This is an optimization exercise on Yosys and OpenROAD, whose aim is small area, a short achievable clock period and few clock cycles, not a production implementation.
Function was checked by simulation only, so behaviour that the tests miss may differ from the original.

[flow/design.v]
module bat_ss (
    input  wire        clk,
    input  wire        rst,
    input  wire        start,
    input  wire [3:0]  cfg_bits_in_m1,
    input  wire [3:0]  cfg_bits_out_m1,
    input  wire [7:0]  cfg_samples_m1,
    input  wire [7:0]  cfg_before,
    input  wire [7:0]  cfg_after,
    input  wire [3:0]  cfg_in_align_repeat,
    input  wire [3:0]  cfg_in_align_bits_m1,
    input  wire [3:0]  cfg_out_align_repeat,
    input  wire [3:0]  cfg_out_align_bits_m1,
    input  wire [15:0] cfg_repeat,
    input  wire        in_valid,
    input  wire        in_eod,
    input  wire [7:0]  in_data,
    output wire        in_ready,
    output wire        out_valid,
    output wire [7:0]  out_data,
    input  wire        out_ready,
    output wire        busy,
    output reg         ended_eod
);
    localparam [3:0] S_IDLE     = 4'd0,
                     S_SETUP    = 4'd1,
                     S_SKIP     = 4'd2,
                     S_EXTRACT  = 4'd3,
                     S_MUL      = 4'd4,
                     S_DIV      = 4'd5,
                     S_EMIT     = 4'd6,
                     S_DRAIN    = 4'd7,
                     S_INALIGN  = 4'd8,
                     S_OUTALIGN = 4'd9,
                     S_WEND     = 4'd10,
                     S_FLUSH    = 4'd11;
    localparam [1:0] R_SAMPLES  = 2'd0,    
                     R_INALIGN  = 2'd1,    
                     R_OUTALIGN = 2'd2;    
    reg [3:0]  state;
    reg [1:0]  skip_ret;
    reg [4:0]  bits_in;       
    reg [4:0]  bits_out;      
    reg [8:0]  samples;       
    reg [7:0]  bits_before;
    reg [7:0]  bits_after;
    reg [3:0]  in_n;          
    reg [4:0]  in_u;          
    reg [3:0]  out_m;         
    reg [4:0]  out_u;         
    reg [15:0] repeat_cnt;    
    reg [4:0]  in_pad;
    reg [4:0]  out_pad;
    reg [3:0]  in_cd;
    reg [3:0]  out_cd;
    reg [15:0] rep_left;
    reg [8:0]  smp_left;
    reg [8:0]  skip_left;
    reg [4:0]  setup_cnt;
    reg [4:0]  in_rem;
    reg [4:0]  out_rem;
    reg [22:0] acc;
    reg [4:0]  acc_n;
    reg [22:0] em;
    reg [4:0]  em_n;
    reg        drain_wend;    
    reg [15:0] sample;
    reg [16:0] div_rem;
    reg [15:0] div_lo;
    reg [4:0]  div_cnt;
    wire [15:0] maxin  = (17'd1 << bits_in)  - 17'd1;
    wire [15:0] maxout = (17'd1 << bits_out) - 17'd1;
    wire [15:0] half   = {1'b0, maxin[15:1]};
    wire [31:0] numer  = sample * maxout + {16'd0, half};
    wire [12:0] in_window_bits  = {5'd0, bits_before} + bits_in * samples + {5'd0, bits_after};
    wire [12:0] out_window_bits = bits_out * samples;
    wire [16:0] in_cycle_bits   = in_window_bits * in_n;
    wire [16:0] out_cycle_bits  = out_window_bits * out_m;
    wire [5:0]  in_rem_sh  = {in_rem,  in_cycle_bits[setup_cnt]};
    wire [5:0]  out_rem_sh = {out_rem, out_cycle_bits[setup_cnt]};
    wire [4:0]  acc_left  = acc_n - bits_in;
    wire [22:0] acc_shift = acc >> acc_left;
    wire [15:0] in_mask   = maxin;
    wire [16:0] div_try = {div_rem[15:0], div_lo[15]};
    wire need_byte_skip = (state == S_SKIP) && (skip_left != 9'd0) && (acc_n == 5'd0);
    wire need_byte_ext  = (state == S_EXTRACT) && (acc_n < bits_in);
    assign in_ready  = need_byte_skip || need_byte_ext;
    assign busy      = (state != S_IDLE);
    assign out_valid = ((state == S_DRAIN) && (em_n >= 5'd8)) ||
                       ((state == S_FLUSH) && (em_n != 5'd0));
    wire [30:0] em_win = {em, 8'd0} >> em_n;
    assign out_data  = em_win[7:0];
    wire in_take = in_ready && in_valid;
    always @(posedge clk) begin
        if (rst) begin
            state     <= S_IDLE;
            ended_eod <= 1'b0;
            acc_n     <= 5'd0;
            em_n      <= 5'd0;
        end else begin
            case (state)
            S_IDLE: begin
                if (start) begin
                    bits_in    <= {1'b0, cfg_bits_in_m1}  + 5'd1;
                    bits_out   <= {1'b0, cfg_bits_out_m1} + 5'd1;
                    samples    <= {1'b0, cfg_samples_m1}  + 9'd1;
                    bits_before     <= cfg_before;
                    bits_after      <= cfg_after;
                    in_n       <= cfg_in_align_repeat;
                    in_u       <= {1'b0, cfg_in_align_bits_m1}  + 5'd1;
                    out_m      <= cfg_out_align_repeat;
                    out_u      <= {1'b0, cfg_out_align_bits_m1} + 5'd1;
                    repeat_cnt <= cfg_repeat;
                    in_cd      <= cfg_in_align_repeat;
                    out_cd     <= cfg_out_align_repeat;
                    rep_left   <= cfg_repeat;
                    acc_n      <= 5'd0;
                    em_n       <= 5'd0;
                    setup_cnt  <= 5'd16;
                    in_rem     <= 5'd0;
                    out_rem    <= 5'd0;
                    state      <= S_SETUP;
                end
            end
            S_SETUP: begin
                in_rem  <= (in_rem_sh  >= {1'b0, in_u})  ? in_rem_sh[4:0]  - in_u  : in_rem_sh[4:0];
                out_rem <= (out_rem_sh >= {1'b0, out_u}) ? out_rem_sh[4:0] - out_u : out_rem_sh[4:0];
                setup_cnt <= setup_cnt - 5'd1;
                if (setup_cnt == 5'd0) begin
                    skip_left <= {1'b0, bits_before};
                    skip_ret  <= R_SAMPLES;
                    state     <= S_SKIP;
                end
            end
            S_SKIP: begin
                if (skip_left == 9'd0) begin
                    case (skip_ret)
                    R_SAMPLES: begin
                        smp_left <= samples;
                        state    <= S_EXTRACT;
                    end
                    R_INALIGN:  state <= S_INALIGN;
                    default:    state <= S_OUTALIGN;
                    endcase
                end else if (acc_n != 5'd0) begin
                    if ({4'd0, acc_n} >= skip_left) begin
                        acc_n     <= acc_n - skip_left[4:0];
                        skip_left <= 9'd0;
                    end else begin
                        acc_n     <= 5'd0;
                        skip_left <= skip_left - {4'd0, acc_n};
                    end
                end else if (in_take) begin
                    if (in_eod) begin
                        ended_eod <= 1'b1;
                        state     <= S_FLUSH;
                    end else begin
                        acc   <= {15'd0, in_data};
                        acc_n <= 5'd8;
                    end
                end
            end
            S_EXTRACT: begin
                if (acc_n >= bits_in) begin
                    sample <= acc_shift[15:0] & in_mask;
                    acc_n  <= acc_left;
                    state  <= S_MUL;
                end else if (in_take) begin
                    if (in_eod) begin
                        ended_eod <= 1'b1;
                        state     <= S_FLUSH;
                    end else begin
                        acc   <= {acc[14:0], in_data};
                        acc_n <= acc_n + 5'd8;
                    end
                end
            end
            S_MUL: begin
                div_rem <= {1'b0, numer[31:16]};
                div_lo  <= numer[15:0];
                div_cnt <= 5'd15;
                state   <= S_DIV;
            end
            S_DIV: begin
                if (div_try >= {1'b0, maxin}) begin
                    div_rem <= div_try - {1'b0, maxin};
                    div_lo  <= {div_lo[14:0], 1'b1};
                end else begin
                    div_rem <= div_try;
                    div_lo  <= {div_lo[14:0], 1'b0};
                end
                div_cnt <= div_cnt - 5'd1;
                if (div_cnt == 5'd0)
                    state <= S_EMIT;
            end
            S_EMIT: begin
                em         <= (em << bits_out) | {7'd0, div_lo};
                em_n       <= em_n + bits_out;
                smp_left   <= smp_left - 9'd1;
                drain_wend <= 1'b0;
                state      <= S_DRAIN;
            end
            S_DRAIN: begin
                if (em_n >= 5'd8) begin
                    if (out_ready)
                        em_n <= em_n - 5'd8;
                end else if (drain_wend) begin
                    state <= S_WEND;
                end else if (smp_left != 9'd0) begin
                    state <= S_EXTRACT;
                end else begin
                    skip_left <= {1'b0, bits_after};
                    skip_ret  <= R_INALIGN;
                    state     <= S_SKIP;
                end
            end
            S_INALIGN: begin
                if (in_n == 4'd0) begin
                    state <= S_OUTALIGN;
                end else if (in_cd == 4'd1) begin
                    in_cd     <= in_n;
                    skip_left <= {4'd0, in_pad};
                    skip_ret  <= R_OUTALIGN;
                    state     <= S_SKIP;
                end else begin
                    in_cd <= in_cd - 4'd1;
                    state <= S_OUTALIGN;
                end
            end
            S_OUTALIGN: begin
                if (out_m == 4'd0) begin
                    state <= S_WEND;
                end else if (out_cd == 4'd1) begin
                    out_cd     <= out_m;
                    em         <= em << out_pad;
                    em_n       <= em_n + out_pad;
                    drain_wend <= 1'b1;
                    state      <= S_DRAIN;
                end else begin
                    out_cd <= out_cd - 4'd1;
                    state  <= S_WEND;
                end
            end
            S_WEND: begin
                if (repeat_cnt != 16'd0 && rep_left == 16'd1) begin
                    ended_eod <= 1'b0;
                    state     <= S_FLUSH;
                end else begin
                    if (repeat_cnt != 16'd0)
                        rep_left <= rep_left - 16'd1;
                    skip_left <= {1'b0, bits_before};
                    skip_ret  <= R_SAMPLES;
                    state     <= S_SKIP;
                end
            end
            S_FLUSH: begin
                if (em_n == 5'd0)
                    state <= S_IDLE;
                else if (out_ready)
                    em_n <= 5'd0;
            end
            default: state <= S_IDLE;
            endcase
        end
    end
    always @(*) begin
        in_pad  = (in_rem  == 5'd0) ? 5'd0 : in_u  - in_rem;
        out_pad = (out_rem == 5'd0) ? 5'd0 : out_u - out_rem;
    end
endmodule
[flow/run.sh]
#!/bin/bash
# synth_recipe.tcl (not shown) runs the flow's synth.tcl, then flattens the netlist and writes it again
# the make line also repeats each setting of config.mk as NAME=value (left out here)
make -C /OpenROAD-flow-scripts/flow DESIGN_CONFIG=/design/flow/config.mk WORK_HOME=/design/flow/orfs CLKGATE_MAP_FILE= SYNTH_SCRIPT=/design/flow/synth_recipe.tcl finish
[flow/config.mk]
export PLATFORM = sky130hd
export DESIGN_NAME = bat_ss
export DESIGN_NICKNAME = bat_ss
export VERILOG_FILES = /design/flow/design.v
export SDC_FILE = /design/flow/constraint.sdc
export NUM_CORES = 4
export LEC_CHECK = 0
export CAP_MARGIN = 20
export CORE_MARGIN = 2
export CORE_UTILIZATION = 40
export PLACE_DENSITY = 0.6
export SLEW_MARGIN = 20
[flow/constraint.sdc]
create_clock -name core_clock -period 10.0 [get_ports {clk}]
set_input_delay 2.0000 -clock core_clock [delete_from_list [all_inputs] [get_ports {clk}]]
set_output_delay 2.0000 -clock core_clock [all_outputs]
set_load 0.01 [all_outputs]
==> summary.md <==
| Metric | Value |
|---|---|
| Clock tree sinks | approximately 240 |
| Initial antenna violation count | 2 |
| Die Width | 291 um |
| Finish-stage setup viols | 0 |
| DRC | 0 |
| Final instance area | about 36000 um^2 |
| Final HPWL DP | 70.3 mm |
| Hold Fails Final Rpt | 0 |
| Initial Utilization | 0.402 |
| Routed wire per std cell | 18.6 um |
| Final wirelength | ~89 mm |
| Input/output buffers | a little under 90 |
| Syn Area/Cell | between 8 and 9 um^2 |
| Ys Warns | 1 |
| Worst Tran Pin Value | about 1.0 ns |
| Reg-to-Reg End | out_rem[1]$_SDFFCE_PN0P_ |
| Peak Freq | about 0.11 GHz |
| GRT Total Usage | 0.209 |
| Largest cells by area after synthesis | edfxtp_1, fa_1, ha_1 |
| FF-to-FF path depth | 32 |
| DP Cell Count | between 4000 and 5000 |
| Final Skew | ~0.016 ns |
| Die height | roughly 290 um |
| Critical-path top delay cell | fa_1 |
| Final Core Density | 0.440 |
| CTS Hold Bufs | 0 |
| Outcome | no timing/DRC/antenna violations |
| Root buf cell | clkbuf_16 |
| CP Class | flip-flop to flip-flop |
| CP endpoint kind | flip-flop |
| Yosys top cell area share | 0.208 |
| DR vias/cell | between 5 and 6 |
| Total core area | 81800 um^2 |
| Crit-path most repeated cell | fa_1 |
| Total of max-cap violations | 0 |
| Antenna Cells | 0 |
| Placed instance area | between 30000 and 40000 um^2 |
| Largest net degree at the start of global routing | about 60 |
| Commonest register cell after synthesis | edfxtp_1 |
| RePlAce Congestion | about 0.91 |
| Max-slew violations | 0 |
| Post-synth ARST share | 0 |
| Final WS setup | about 0.73 ns |
| Hold Path Origin | acc_n[0]$_SDFFE_PP0P_ |
| Final ANT Viol Nets | 0 |
| Area grow syn2layout | 9.37% |
| Max_slew headroom | 0.314 |
| Sequential share of the synthesized area | 0.217 |
| I/O pin count | 90 |
| Min cycle time layout | ~9.3 ns |
| TNS Setup | 0 ns |
| Setup WS pre-CTS | ~0.46 ns |
| Vias in the first global route | about 26000 |
| First-pass GRT wire length | 143 mm |
| Initial DRT Pass Iterations | 5 |
| CTS buffer count | 30 |
| Synth cell types | 92 |
| Hold Path Class | flip-flop to flip-flop |
| DIE AREA | 84700 um^2 |
| Synthesized Nets | ~4300 |
| Flop2flop setup slack | 0.73 ns |
| FP Rows | approximately 110 |
| CTS tree | done |
| Fraction of layout cells with a size suffix above 1 | 0.0571 |
| DR iter-0 viols | ~2100 |
| Synthesized instance count | ~3700 |
| Post-synth EDFFs | 228 |
| # nets final | about 4400 |
| Vias after detailed routing | ~26000 |
| CP required | between 10 and 15 ns |
| Yosys top cell by area | edfxtp_1 |
| Worst Setup Start Kind | flip-flop |
| Clock latency (worst-skew pair) | 0.59 ns |
| Crit-path max cell delay | roughly 0.54 ns |
| Hold endpoint | acc_n[0]$_SDFFE_PP0P_ |
| Flops & latches, synth | around 240 |
| RSZ-0062 raised after global routing | no |
| Synthesized area | between 30000 and 40000 um^2 |
| Final Cycle Share | 0.927 |
| H-tree Lvls | 1 |
| Clock-pin slew on the worst setup and hold paths | 0.07 ns |
| Crit Reg-Reg Startpoint | samples[0]$_DFFE_PP_ |
| Filler cell count | approximately 8000 |
| Worst-case clock buffer depth | 3 |
| Critical path arrival | roughly 9.6 ns |
| Cell Count, Final, Fillers Out | approximately 4800 |
| CP Max Fanout | 9 |
| Total grt overflow | 0 |
| Hold depth | 2 |
logic make-up after synthesis:
logic type	after synthesis	synth area share
flip-flops	243	0.217
AND/OR/NAND/NOR	1208	0.179
adder cells (fa/ha/maj)	584	0.294
XOR/XNOR	129	0.0343
AO/OA/AOI/OAI	674	0.131
buffers and inverters	633	0.0731
multiplexers	210	0.0721
cell usage in the layout, fill, tap and decap left out, types with 12 or more instances in the layout:
| master | n |
|---|---|
| a211oi_1 | 40 |
| a21o_1 | 45 |
| a21oi_1 | 200 |
| a221oi_1 | 13 |
| a22oi_1 | 12 |
| a31oi_1 | 25 |
| and2_1 | 213 |
| and3_1 | 25 |
| buf_4 | 72 |
| clkbuf_16 | 31 |
| clkdlybuf4s50_1 | 89 |
| dfxtp_1 | 15 |
| edfxtp_1 | 228 |
| fa_1 | 316 |
| ha_1 | 268 |
| inv_1 | 445 |
| mux2_2 | 36 |
| mux2i_1 | 155 |
| mux4_2 | 18 |
| nand2_1 | 385 |
| nand2b_1 | 39 |
| nand3_1 | 91 |
| nor2_1 | 241 |
| nor2b_1 | 57 |
| nor3_1 | 48 |
| nor4_1 | 24 |
| o211ai_1 | 16 |
| o21a_1 | 20 |
| o21ai_0 | 149 |
| o22ai_1 | 17 |
| o31ai_1 | 14 |
| or3_1 | 18 |
| xnor2_1 | 79 |
| xor2_1 | 49 |
final cells by class:
type	count	area, um^2	share of cell area
inverters	451	1690	0.0470
clock buffers	38	802	0.0223
flip-flops and latches	243	7150	0.198
repair buffers	163	1450	0.0402
multi-input cells	2805	23400	0.651
clock inverters	16	156	0.00434
well taps	1070	1340	0.0372
stage by stage:
stage | hold slack (ns)
finish | 0.521
detailed placement | 0.515
global placement | 0.506
global route | 0.577
floorplan | 0.480
CTS | 0.524
layer usage:
| layer | share of wire | track usage |
|---|---|---|
| met1 | 0.46 | 0.302 |
| met5 | 0 | 0 |
| met4 | 0.022 | 0.0447 |
| met3 | 0.063 | 0.0273 |
| met2 | 0.45 | 0.334 |
cell usage after synthesis (18+ instances only):
cell	count
xor2_1	49
inv_1	445
and2_1	214
nor2b_1	57
a21o_1	45
nor2_1	243
a21oi_1	200
o21ai_0	149
nand3_1	91
nor4_1	24
a211oi_1	40
edfxtp_1	228
fa_1	316
clkbuf_1	151
nor3_1	53
nand2b_1	39
xnor2_1	80
a31oi_1	25
o21a_1	20
buf_1	20
mux2i_1	155
ha_1	268
or3_1	18
and3_1	25
nand2_1	385
mux2_2	36
mux4_2	18
worst max path at each step:
stage,slack (ns),from,endpoint
floorplan,0.94,bits_in[4]$_DFFE_PP_,in_rem[1]$_SDFFCE_PN0P_
global placement,0.71,samples[1]$_DFFE_PP_,in_rem[1]$_SDFFCE_PN0P_
detailed placement,0.46,samples[0]$_DFFE_PP_,in_rem[1]$_SDFFCE_PN0P_
CTS,0.45,samples[0]$_DFFE_PP_,in_rem[1]$_SDFFCE_PN0P_
global route,0.02,samples[0]$_DFFE_PP_,out_rem[1]$_SDFFCE_PN0P_
finish,0.73,samples[0]$_DFFE_PP_,out_rem[1]$_SDFFCE_PN0P_
repair_timing:
action | CTS | global route
gates resized for setup | 0 | 3
setup endpoints to repair | 0 | 9
buffers inserted | 0 | 6
sequential cells by signal (all words and copies together), names as in the netlist, 8 cells and up:
signal / cells
sample: 16
acc: 23
skip_left: 9
em: 23
div_rem: 16
bits_before: 8
smp_left: 9
div_lo: 16
rep_left: 16
repeat_cnt: 16
samples: 9
bits_after: 8
critical path: cells and delay by family, from the launching register on:
kind,cells,cell delay [ns]
compound gates,12,3.07
fa+ha+maj,9,3.94
buf+inv,3,0.17
flops,1,0.52
mux,1,0.26
simple gates,7,1.06
Testbench counts, summed over its fixed seeds: cycles 743,035.

==> separate check: timing with driven ports <==
No port has a modelled driver above. Below, the same layout with a new extraction and two added sets of constraints.
Step 1 (the two cells are an assumption about what drives the block):
set clk [get_ports {clk}]
set_driving_cell -lib_cell sky130_fd_sc_hd__clkbuf_16 $clk
set_driving_cell -lib_cell sky130_fd_sc_hd__buf_2 [delete_from_list [all_inputs] $clk]
Step 2 moves the port delays by t, midway between the first and last clock arrival at a register: inputs arrive t later, outputs are due t later. That takes back most of the time a late clock gives input paths.
a / b / c = no drivers / after step 1 / after step 2; a / b = the first two.
t, ns: 0.631
slack for setup (ns): 0.731 / 0.731 / 0.731
hold WS [ns]: 0.521 / 0.521 / 0.521
worst setup path after step 2: register to register
worst register clock-pin slew, ns: 0.07 / 0.07
After both steps setup and hold are still met in this run. For this run, drivers alone change the setup slack by 0.000 ns; drivers and shift together by 0.000 ns.
